What follows belongs to an exercise in optimizing a design on an open flow for small area; a production flow would make more cautious choices.
Only simulation tests tie the RTL to the original design; equivalence was not proved.
Power figures rest on the tool's default switching activity, not on a simulated workload.

==> trial 7: inputs <==
==> flow/design.v <==
module ft_core #(
    parameter RX_CAP      = 64,    
    parameter TX_CAP      = 40,    
    parameter PID_CONTROL = 8'h00,
    parameter PID_DATA    = 8'h01
) (
    input  wire        clk,
    input  wire        rst,           
    input  wire [31:0] now_us,        
    input  wire        lrx_valid,
    input  wire [7:0]  lrx_data,
    output wire        lrx_ready,
    input  wire [7:0]  host_max,
    output wire        hrx_valid,
    output wire [7:0]  hrx_data,
    output wire        hrx_last,
    output wire        hrx_empty,
    output wire [31:0] hrx_ts,
    input  wire        hrx_ready,
    input  wire        hwr_valid,
    input  wire [7:0]  hwr_data,
    input  wire        hwr_last,
    input  wire        hwr_empty,
    output wire        hwr_ready,
    output wire        wr_done,
    output wire [1:0]  wr_status,
    output wire        ltx_valid,
    output wire [7:0]  ltx_data,
    input  wire        ltx_ready
);
    localparam [7:0] FLAG    = 8'h7E;
    localparam [7:0] ESC     = 8'h7D;
    localparam [31:0] BSQ_MIN_INTERVAL_US = 10000;
    localparam NR = RX_CAP - 1;      
    localparam NT = TX_CAP - 3;      
    function ge_u8(input [7:0] a, input [7:0] b);
        integer i;
        reg g;
        begin
            g = 1'b1;
            for (i = 0; i < 8; i = i + 1)
                g = (a[i] & ~b[i]) | (~(a[i] ^ b[i]) & g);
            ge_u8 = g;
        end
    endfunction
    localparam [1:0] ST_SEND = 2'd0, ST_BSQ = 2'd1, ST_HOLD = 2'd2, ST_BADPARAM = 2'd3;
    reg [5:0]  cap;
    reg        bsq_valid;
    localparam [2:0] RX_OUTSIDE = 3'd0, RX_INSIDE = 3'd1, RX_ESCAPED = 3'd2,
                     RX_DELIVER = 3'd3, RX_BSN = 3'd4;
    reg [2:0]  rx_state;
    reg [6:0]  rx_len;       
    reg [31:0] rx_ts;
    reg        pid_ctl, pid_dat;
    reg [5:0]  rq;           
    reg [5:0]  rd_idx;       
    reg        hv;           
    wire       bsn_load;     
    reg [7:0]  hd;
    reg [8*NR-1:0] rring;
    wire [7:0] rtap  = rring[8*NR-1 -: 8];    
    wire [7:0] rtap2 = rring[8*NR-9 -: 8];    
    wire [5:0] rq_inc = (rq == NR) ? 6'd1 : rq + 6'd1;
    wire is_flag = (lrx_data == FLAG);
    wire is_esc  = (lrx_data == ESC);
    wire rx_in   = (rx_state == RX_INSIDE) || (rx_state == RX_ESCAPED);
    wire app     = (rx_state == RX_ESCAPED) || (rx_state == RX_INSIDE && !is_flag && !is_esc);
    wire slot_ok = (rx_len[6:1] == 6'd0) || rx_len[6] || (rq == rx_len[5:0]);
    assign lrx_ready = (rx_state == RX_OUTSIDE) || (rx_in && (!app || slot_ok));
    wire rx_take  = lrx_valid && lrx_ready;
    wire r_we     = rx_take && app;
    wire [7:0] app_byte = {lrx_data[7:6], lrx_data[5] ^ (rx_state == RX_ESCAPED), lrx_data[4:0]};
    wire frame_fits = (rx_len != RX_CAP + 1) && ge_u8(host_max, {1'b0, rx_len});
    wire is_bsn     = frame_fits && pid_ctl && rx_len == 7'd3;
    wire is_data    = frame_fits && pid_dat;
    always @(posedge clk) begin
        rring <= {rring[8*NR-9:0], r_we ? app_byte : rtap};
        rq    <= (r_we && rx_len == 7'd1) ? 6'd2 : rq_inc;
    end
    wire rd_hit   = (rq_inc == rd_idx);
    assign hrx_last  = (rd_idx == rx_len[5:0]);
    assign hrx_empty = (rx_len == 7'd1);
    assign hrx_valid = hv;
    assign hrx_data  = hd;
    assign hrx_ts    = rx_ts;
    always @(posedge clk) begin
        if (rst) begin
            rx_state <= RX_OUTSIDE;
            hv       <= 1'b0;
        end else begin
            case (rx_state)
                RX_OUTSIDE: begin
                    if (rx_take && is_flag) begin
                        rx_len   <= 0;
                        rx_ts    <= now_us;
                        rx_state <= RX_INSIDE;
                    end
                end
                RX_INSIDE, RX_ESCAPED: begin
                    if (rx_take) begin
                        if (app) begin
                            rx_state <= RX_INSIDE;
                            if (rx_len == 7'd0) begin
                                pid_ctl <= (app_byte == PID_CONTROL);
                                pid_dat <= (app_byte == PID_DATA);
                            end
                            if (rx_len != RX_CAP + 1)
                                rx_len <= rx_len + 7'd1;
                        end else if (is_esc) begin
                            rx_state <= RX_ESCAPED;
                        end else if (rx_len == 7'd0) begin
                            rx_ts <= now_us;             
                        end else begin
                            rd_idx <= 6'd1;
                            hv     <= (rx_len == 7'd1) && is_data;
                            rx_state <= is_data ? RX_DELIVER :
                                        is_bsn  ? RX_BSN : RX_OUTSIDE;
                        end
                    end
                end
                RX_DELIVER: begin
                    if (hv && hrx_ready && hrx_last) begin
                        hv       <= 1'b0;
                        rx_state <= RX_OUTSIDE;
                    end else if ((!hv || hrx_ready) && !hrx_last && rd_hit) begin
                        hd     <= rtap2;
                        hv     <= 1'b1;
                        rd_idx <= rd_idx + 6'd1;
                    end else if (hrx_ready) begin
                        hv <= 1'b0;
                    end
                end
                default: begin       
                    if (bsn_load) begin
                        rd_idx <= rd_idx + 6'd1;
                        if (rd_idx[1])
                            rx_state <= RX_OUTSIDE;
                    end
                end
            endcase
        end
    end
    wire bsn_busy = (rx_state == RX_BSN);
    localparam [1:0] TX_LOAD = 2'd0, TX_DECIDE = 2'd1, TX_SEND = 2'd2, TX_BSQ = 2'd3;
    reg [1:0] tx_state;
    reg [5:0] tx_n;        
    reg [5:0] enc_len;     
    reg [5:0] tq;          
    reg [1:0] snd_phase;   
    reg       snd_esc;     
    reg       lv;
    reg [7:0] ld;
    reg [8*NT-1:0] tring;
    wire [7:0] ttap  = tring[8*NT-1 -: 8];
    wire [5:0] tq_inc = (tq == NT - 1) ? 6'd0 : tq + 6'd1;
    wire wr_special = (hwr_data == FLAG) || (hwr_data == ESC);
    wire tx_full    = (enc_len[5:1] == TX_CAP / 2);
    wire t_hit      = (tq == tx_n);
    wire t_slot_ok  = hwr_empty || (tx_n == 6'd0) || tx_full || t_hit;
    assign hwr_ready = (tx_state == TX_LOAD) && !bsn_busy && t_slot_ok;
    wire wr_take = hwr_valid && hwr_ready;
    wire t_we    = wr_take && !hwr_empty;
    always @(posedge clk) begin
        tring <= {tring[8*NT-9:0], t_we ? hwr_data : ttap};
        tq    <= (t_we && tx_n == 6'd0) ? 6'd1 : tq_inc;
    end
    reg [31:0] bq;
    reg [1:0]  bph;
    reg [1:0]  dpass;      
    reg        el_b;       
    reg        el_ge;      
    wire [7:0] bq_tap = bq[31:24];
    wire [7:0] now_b  = now_us[8*bph +: 8];
    wire [8:0] el_d   = {1'b0, now_b} - {1'b0, bq_tap} - {8'd0, el_b & (bph != 2'd0)};
    wire       ge_in  = el_ge | (bph == 2'd0);
    wire       ge_out = (bph == 2'd0) ? (el_d[7:4] != 4'd0) :
                        (bph == 2'd1) ? (el_d[7:0] == 8'h27 ? ge_in : ge_u8(el_d[7:0], 8'h28)) :
                                        (el_d[7:0] != 8'd0) || ge_in;
    wire        too_big  = (enc_len == TX_CAP + 1);
    wire        can_send = ge_u8({2'b0, cap}, {2'b0, enc_len});
    wire        bsq_due  = !bsq_valid || el_ge;
    wire        decide   = (tx_state == TX_DECIDE);
    wire        bq_we    = decide && dpass == 2'd2 && wr_status == ST_BSQ;
    always @(posedge clk) begin
        bph <= rst ? 2'd0 : bph + 2'd1;
        bq  <= {bq[23:0], bq_we ? now_b : bq_tap};
        if (decide && dpass == 2'd1) begin
            el_b  <= el_d[8];
            el_ge <= ge_out;
        end
        if (rst || !decide)
            dpass <= 2'd0;
        else if (bph == 2'd3)
            dpass <= (dpass == 2'd2) ? 2'd0 : dpass + 2'd1;
    end
    assign wr_done   = decide && dpass == 2'd2 && bph == 2'd3;
    assign bsn_load  = bsn_busy && rd_hit && !decide;
    assign wr_status = too_big  ? ST_BADPARAM :
                       can_send ? ST_SEND :
                       bsq_due  ? ST_BSQ : ST_HOLD;
    wire lfree     = !lv || ltx_ready;
    wire t_special = (ttap == FLAG) || (ttap == ESC);
    always @(posedge clk) begin
        if (rst) begin
            tx_state <= TX_LOAD;
            tx_n     <= 0;
            enc_len  <= 3;
            lv       <= 1'b0;
        end else begin
            if (ltx_ready)
                lv <= 1'b0;
            case (tx_state)
                TX_LOAD: begin
                    if (t_we) begin
                        tx_n    <= tx_n + 6'd1;
                        enc_len <= tx_full ? TX_CAP + 1 : enc_len + (wr_special ? 6'd2 : 6'd1);
                    end
                    if (wr_take && hwr_last)
                        tx_state <= TX_DECIDE;
                end
                TX_DECIDE: begin
                    tx_n      <= 0;
                    snd_phase <= 0;
                    snd_esc   <= 1'b0;
                    if (wr_done) begin
                        case (wr_status)
                            ST_SEND: tx_state <= TX_SEND;
                            ST_BSQ:  begin tx_state <= TX_BSQ; enc_len <= 3; end
                            default: begin tx_state <= TX_LOAD; enc_len <= 3; end
                        endcase
                    end
                end
                default: begin       
                    if (lfree) begin
                        case (snd_phase)
                            2'd0: begin
                                ld <= FLAG; lv <= 1'b1;
                                snd_phase <= 2'd1;
                            end
                            2'd1: begin
                                ld <= (tx_state == TX_SEND) ? PID_DATA : PID_CONTROL; lv <= 1'b1;
                                snd_phase <= (tx_state == TX_SEND && enc_len != 6'd3) ? 2'd2 : 2'd3;
                            end
                            2'd2: begin
                                if (t_hit) begin
                                    lv <= 1'b1;
                                    enc_len <= enc_len - 6'd1;
                                    if (enc_len == 6'd4)
                                        snd_phase <= 2'd3;
                                    if (!snd_esc && t_special) begin
                                        ld      <= ESC;
                                        snd_esc <= 1'b1;
                                    end else begin
                                        ld      <= {ttap[7:6], ttap[5] ^ snd_esc, ttap[4:0]};
                                        snd_esc <= 1'b0;
                                        tx_n    <= tx_n + 6'd1;
                                    end
                                end
                            end
                            default: begin
                                ld <= FLAG; lv <= 1'b1;
                                tx_n     <= 0;
                                tx_state <= TX_LOAD;
                            end
                        endcase
                    end
                end
            endcase
        end
    end
    assign ltx_valid = lv;
    assign ltx_data  = ld;
    always @(posedge clk) begin
        if (rst) begin
            cap       <= 6'd0;
            bsq_valid <= 1'b0;
        end else begin
            if (bsn_load)
                cap <= (rtap2[7:6] != 2'd0 || (rd_idx[1] && rtap2 != 8'd0)) ? 6'h3F :
                       rd_idx[1] ? cap : rtap2[5:0];
            else if (wr_done && wr_status == ST_SEND)
                cap <= 6'd0;
            if (wr_done && wr_status == ST_BSQ)
                bsq_valid <= 1'b1;
        end
    end
endmodule
==> flow/flow/run.sh <==
#!/bin/bash
# Own layout flow: the standard ORFS flow (standard.sh, unchanged synthesis),
# with clock tree synthesis told not to add dummy balancing loads and to build
# the tree from clkbuf_8 leaf clusters of up to 16 sinks, and with the port
# buffers made from the smallest buffer cell. Each tool's full output is in
# the ORFS logs under orfs/logs/; make's own output goes to standard.log here.
set -euo pipefail
export CTS_ARGS="-sink_clustering_enable -repair_clock_nets -dont_use_dummy_load -buf_list {sky130_fd_sc_hd__clkbuf_8} -sink_clustering_size 16 -sink_clustering_max_diameter 200"
export BUFFER_PORTS_ARGS="-buffer_cell sky130_fd_sc_hd__buf_1"
bash standard.sh finish > standard.log 2>&1
==> flow/standard.sh <==
#!/bin/bash
# synth_recipe.tcl (not shown) runs the flow's synth.tcl, then flattens the netlist and writes it again
# the make line also repeats each setting of config.mk as NAME=value (left out here)
make -C /OpenROAD-flow-scripts/flow DESIGN_CONFIG=/design/flow/config.mk WORK_HOME=/design/flow/orfs CLKGATE_MAP_FILE= SYNTH_SCRIPT=/design/flow/synth_recipe.tcl "${@:-finish}"
==> flow/config.mk <==
export PLATFORM = sky130hd
export DESIGN_NAME = ft_core
export DESIGN_NICKNAME = ft_core
export VERILOG_FILES = /design/flow/design.v
export SDC_FILE = /design/flow/constraint.sdc
export NUM_CORES = 4
export LEC_CHECK = 0
export CAP_MARGIN = 20
export CORE_MARGIN = 2
export CORE_UTILIZATION = 75
export PLACE_DENSITY = 0.85
export SLEW_MARGIN = 20
==> flow/constraint.sdc <==
create_clock -name core_clock -period 10.0 [get_ports {clk}]
set_input_delay 2.0000 -clock core_clock [delete_from_list [all_inputs] [get_ports {clk}]]
set_output_delay 2.0000 -clock core_clock [all_outputs]
set_load 0.01 [all_outputs]
==> trial 76: changes against trial 7 <==
--- a/flow/design.v
+++ b/flow/design.v
@@ -45,5 +45,5 @@
     endfunction
     localparam [1:0] ST_SEND = 2'd0, ST_BSQ = 2'd1, ST_HOLD = 2'd2, ST_BADPARAM = 2'd3;
-    reg [5:0]  cap;
+    reg [15:0] cap;
     reg        bsq_valid;
     localparam [2:0] RX_OUTSIDE = 3'd0, RX_INSIDE = 3'd1, RX_ESCAPED = 3'd2,
@@ -153,9 +153,9 @@
     reg [8*NT-1:0] tring;
     wire [7:0] ttap  = tring[8*NT-1 -: 8];
+    wire [7:0] ttap2 = tring[8*NT-9 -: 8];
     wire [5:0] tq_inc = (tq == NT - 1) ? 6'd0 : tq + 6'd1;
     wire wr_special = (hwr_data == FLAG) || (hwr_data == ESC);
     wire tx_full    = (enc_len[5:1] == TX_CAP / 2);
-    wire t_hit      = (tq == tx_n);
-    wire t_slot_ok  = hwr_empty || (tx_n == 6'd0) || tx_full || t_hit;
+    wire t_slot_ok  = hwr_empty || (tx_n == 6'd0) || tx_full || (tq == tx_n);
     assign hwr_ready = (tx_state == TX_LOAD) && !bsn_busy && t_slot_ok;
     wire wr_take = hwr_valid && hwr_ready;
@@ -178,5 +178,5 @@
                                         (el_d[7:0] != 8'd0) || ge_in;
     wire        too_big  = (enc_len == TX_CAP + 1);
-    wire        can_send = ge_u8({2'b0, cap}, {2'b0, enc_len});
+    wire        can_send = (cap[15:6] != 10'd0) || ge_u8({2'b0, cap[5:0]}, {2'b0, enc_len});
     wire        bsq_due  = !bsq_valid || el_ge;
     wire        decide   = (tx_state == TX_DECIDE);
@@ -200,5 +200,5 @@
                        bsq_due  ? ST_BSQ : ST_HOLD;
     wire lfree     = !lv || ltx_ready;
-    wire t_special = (ttap == FLAG) || (ttap == ESC);
+    wire t_special = (ttap2 == FLAG) || (ttap2 == ESC);
     always @(posedge clk) begin
         if (rst) begin
@@ -243,5 +243,5 @@
                             end
                             2'd2: begin
-                                if (t_hit) begin
+                                if (tq_inc == tx_n) begin
                                     lv <= 1'b1;
                                     enc_len <= enc_len - 6'd1;
@@ -252,5 +252,5 @@
                                         snd_esc <= 1'b1;
                                     end else begin
-                                        ld      <= {ttap[7:6], ttap[5] ^ snd_esc, ttap[4:0]};
+                                        ld      <= {ttap2[7:6], ttap2[5] ^ snd_esc, ttap2[4:0]};
                                         snd_esc <= 1'b0;
                                         tx_n    <= tx_n + 6'd1;
@@ -273,12 +273,11 @@
     always @(posedge clk) begin
         if (rst) begin
-            cap       <= 6'd0;
+            cap       <= 16'd0;
             bsq_valid <= 1'b0;
         end else begin
             if (bsn_load)
-                cap <= (rtap2[7:6] != 2'd0 || (rd_idx[1] && rtap2 != 8'd0)) ? 6'h3F :
-                       rd_idx[1] ? cap : rtap2[5:0];
+                cap <= {rtap2, cap[15:8]};
             else if (wr_done && wr_status == ST_SEND)
-                cap <= 6'd0;
+                cap <= 16'd0;
             if (wr_done && wr_status == ST_BSQ)
                 bsq_valid <= 1'b1;
==> flow/flow/run.sh (replaced) <==
#!/bin/bash
# Own layout flow: the standard ORFS flow (standard.sh, unchanged synthesis),
# with clock tree synthesis told not to add dummy balancing loads and to build
# the tree from clkbuf_16 leaf clusters of up to 25 sinks, and with the port
# buffers made from the smallest buffer cell. Each tool's full output is in
# the ORFS logs under orfs/logs/; make's own output goes to standard.log here.
set -euo pipefail
export CTS_ARGS="-sink_clustering_enable -repair_clock_nets -dont_use_dummy_load -buf_list {sky130_fd_sc_hd__clkbuf_16} -sink_clustering_size 25 -sink_clustering_max_diameter 200"
export BUFFER_PORTS_ARGS="-buffer_cell sky130_fd_sc_hd__buf_1"
bash standard.sh finish > standard.log 2>&1
CORE_UTILIZATION = 40   (was 75)
PLACE_DENSITY = default   (was 0.85)
==> build 59: changes against trial 7 <==
--- a/flow/design.v
+++ b/flow/design.v
@@ -45,5 +45,5 @@
     endfunction
     localparam [1:0] ST_SEND = 2'd0, ST_BSQ = 2'd1, ST_HOLD = 2'd2, ST_BADPARAM = 2'd3;
-    reg [5:0]  cap;
+    reg [15:0] cap;
     reg        bsq_valid;
     localparam [2:0] RX_OUTSIDE = 3'd0, RX_INSIDE = 3'd1, RX_ESCAPED = 3'd2,
@@ -153,9 +153,9 @@
     reg [8*NT-1:0] tring;
     wire [7:0] ttap  = tring[8*NT-1 -: 8];
+    wire [7:0] ttap2 = tring[8*NT-9 -: 8];
     wire [5:0] tq_inc = (tq == NT - 1) ? 6'd0 : tq + 6'd1;
     wire wr_special = (hwr_data == FLAG) || (hwr_data == ESC);
     wire tx_full    = (enc_len[5:1] == TX_CAP / 2);
-    wire t_hit      = (tq == tx_n);
-    wire t_slot_ok  = hwr_empty || (tx_n == 6'd0) || tx_full || t_hit;
+    wire t_slot_ok  = hwr_empty || (tx_n == 6'd0) || tx_full || (tq == tx_n);
     assign hwr_ready = (tx_state == TX_LOAD) && !bsn_busy && t_slot_ok;
     wire wr_take = hwr_valid && hwr_ready;
@@ -178,5 +178,5 @@
                                         (el_d[7:0] != 8'd0) || ge_in;
     wire        too_big  = (enc_len == TX_CAP + 1);
-    wire        can_send = ge_u8({2'b0, cap}, {2'b0, enc_len});
+    wire        can_send = (cap[15:6] != 10'd0) || ge_u8({2'b0, cap[5:0]}, {2'b0, enc_len});
     wire        bsq_due  = !bsq_valid || el_ge;
     wire        decide   = (tx_state == TX_DECIDE);
@@ -200,5 +200,5 @@
                        bsq_due  ? ST_BSQ : ST_HOLD;
     wire lfree     = !lv || ltx_ready;
-    wire t_special = (ttap == FLAG) || (ttap == ESC);
+    wire t_special = (ttap2 == FLAG) || (ttap2 == ESC);
     always @(posedge clk) begin
         if (rst) begin
@@ -243,5 +243,5 @@
                             end
                             2'd2: begin
-                                if (t_hit) begin
+                                if (tq_inc == tx_n) begin
                                     lv <= 1'b1;
                                     enc_len <= enc_len - 6'd1;
@@ -252,5 +252,5 @@
                                         snd_esc <= 1'b1;
                                     end else begin
-                                        ld      <= {ttap[7:6], ttap[5] ^ snd_esc, ttap[4:0]};
+                                        ld      <= {ttap2[7:6], ttap2[5] ^ snd_esc, ttap2[4:0]};
                                         snd_esc <= 1'b0;
                                         tx_n    <= tx_n + 6'd1;
@@ -273,12 +273,11 @@
     always @(posedge clk) begin
         if (rst) begin
-            cap       <= 6'd0;
+            cap       <= 16'd0;
             bsq_valid <= 1'b0;
         end else begin
             if (bsn_load)
-                cap <= (rtap2[7:6] != 2'd0 || (rd_idx[1] && rtap2 != 8'd0)) ? 6'h3F :
-                       rd_idx[1] ? cap : rtap2[5:0];
+                cap <= {rtap2, cap[15:8]};
             else if (wr_done && wr_status == ST_SEND)
-                cap <= 6'd0;
+                cap <= 16'd0;
             if (wr_done && wr_status == ST_BSQ)
                 bsq_valid <= 1'b1;
==> flow/run.sh (new file) <==
#!/bin/bash
# synth_recipe.tcl (not shown) runs the flow's synth.tcl, then flattens the netlist and writes it again
# the make line also repeats each setting of config.mk as NAME=value (left out here)
make -C /OpenROAD-flow-scripts/flow DESIGN_CONFIG=/design/flow/config.mk WORK_HOME=/design/flow/orfs CLKGATE_MAP_FILE= SYNTH_SCRIPT=/design/flow/synth_recipe.tcl finish
CORE_UTILIZATION = 60   (was 75)
CTS_BUF_LIST = sky130_fd_sc_hd__clkbuf_2 sky130_fd_sc_hd__clkbuf_4   (was default)
CTS_CLUSTER_SIZE = 20   (was default)
PLACE_DENSITY = default   (was 0.85)
removed: flow/flow/run.sh
removed: flow/standard.sh
==> comparison table <==
                                                                          build 59        trial 76         trial 7
Result of the run                                                   finished clean  finished clean  finished clean
Sequential share of cell area                                               69.39%          74.50%          76.64%
Cell at the slowest stage of the critical path                     clkdlybuf4s50_1          nor3_1        a211oi_1
Root Driver                                                               clkbuf_4       clkbuf_16        clkbuf_8
R2r worst-path depth                                                             7               7              10
Final standard cell count with taps included and fillers excluded             2585            2517            2125
Power Internal                                                            5.620 mW        4.923 mW        4.891 mW
Estimated wirelength of the detail-placed design                          21.43 mm        22.48 mm        23.27 mm
Synthesized area                                                       24080 sq um     24080 sq um     23710 sq um
Data arrival time of the worst path                                        4.37 ns         3.31 ns         3.56 ns
Capture instance of the worst register-to-register path                  rd_idx[3]       rd_idx[4]           el_ge
Routed length on met1                                                     17.73 mm        17.59 mm        16.52 mm
Average wire per standard cell                                            13.80 um        13.93 um        17.16 um
Origin of the worst setup path                                         lrx_data[4]     lrx_data[5]     lrx_data[2]
Antenna violations before repair                                                 1               0               1
Fraction of standard cell area in multi-input logic                         13.99%          15.00%          14.93%
Mean instance size in the synthesized netlist                          14.95 sq um     14.95 sq um     15.21 sq um
Overall via count from detail_route                                          12167           11099           11169
Design Power                                                              7.217 mW        6.242 mW        6.286 mW
Part of the total power dissipated in sequential elements                    56.5%           65.3%           67.7%
Area used by multi-input combinational logic                            3980 sq um      3975 sq um      3807 sq um
CTS clk-pin slew, worst paths                                              0.07 ns         0.09 ns         0.09 ns
Slew Limit Headroom                                                         21.39%          33.41%          45.00%
Worst clock skew on the final layout                                    0.07452 ns      0.07249 ns      0.07492 ns
Layout sequential cell count                                                   952             952             942
Post-synth net total                                                          1723            1723            1671

[afterwards: timing with drivers on the ports]
The results above use ideal ports. As a check the final layouts listed here were re-extracted and re-timed, cells and wires unchanged.
Step 1 assumes that a clkbuf_16 drives the clock port and a buf_2 every other input.
Step 2 also shifts input and output timing later by t, the mid clock arrival at the registers, as if the neighbouring blocks saw the same clock.
Three values: no drivers, after step 1, after step 2; two values: the first two.
| run | t, ns | setup WS [ns] | latest minus earliest clock arrival (ns) |
|---|---|---|---|
| trial 7 | 0.625 | 4.441 / 4.410 / 4.410 | 0.075 / 0.075 |
| trial 76 | 0.630 | 4.687 / 4.661 / 4.661 | 0.076 / 0.076 |
| build 59 | 0.892 | 3.631 / 3.607 / 3.607 | 0.076 / 0.076 |
After both steps every run listed still meets setup and hold. The setup slack of trial 7, which loses most, moves by -0.031 ns with the drivers and by -0.031 ns with both steps.
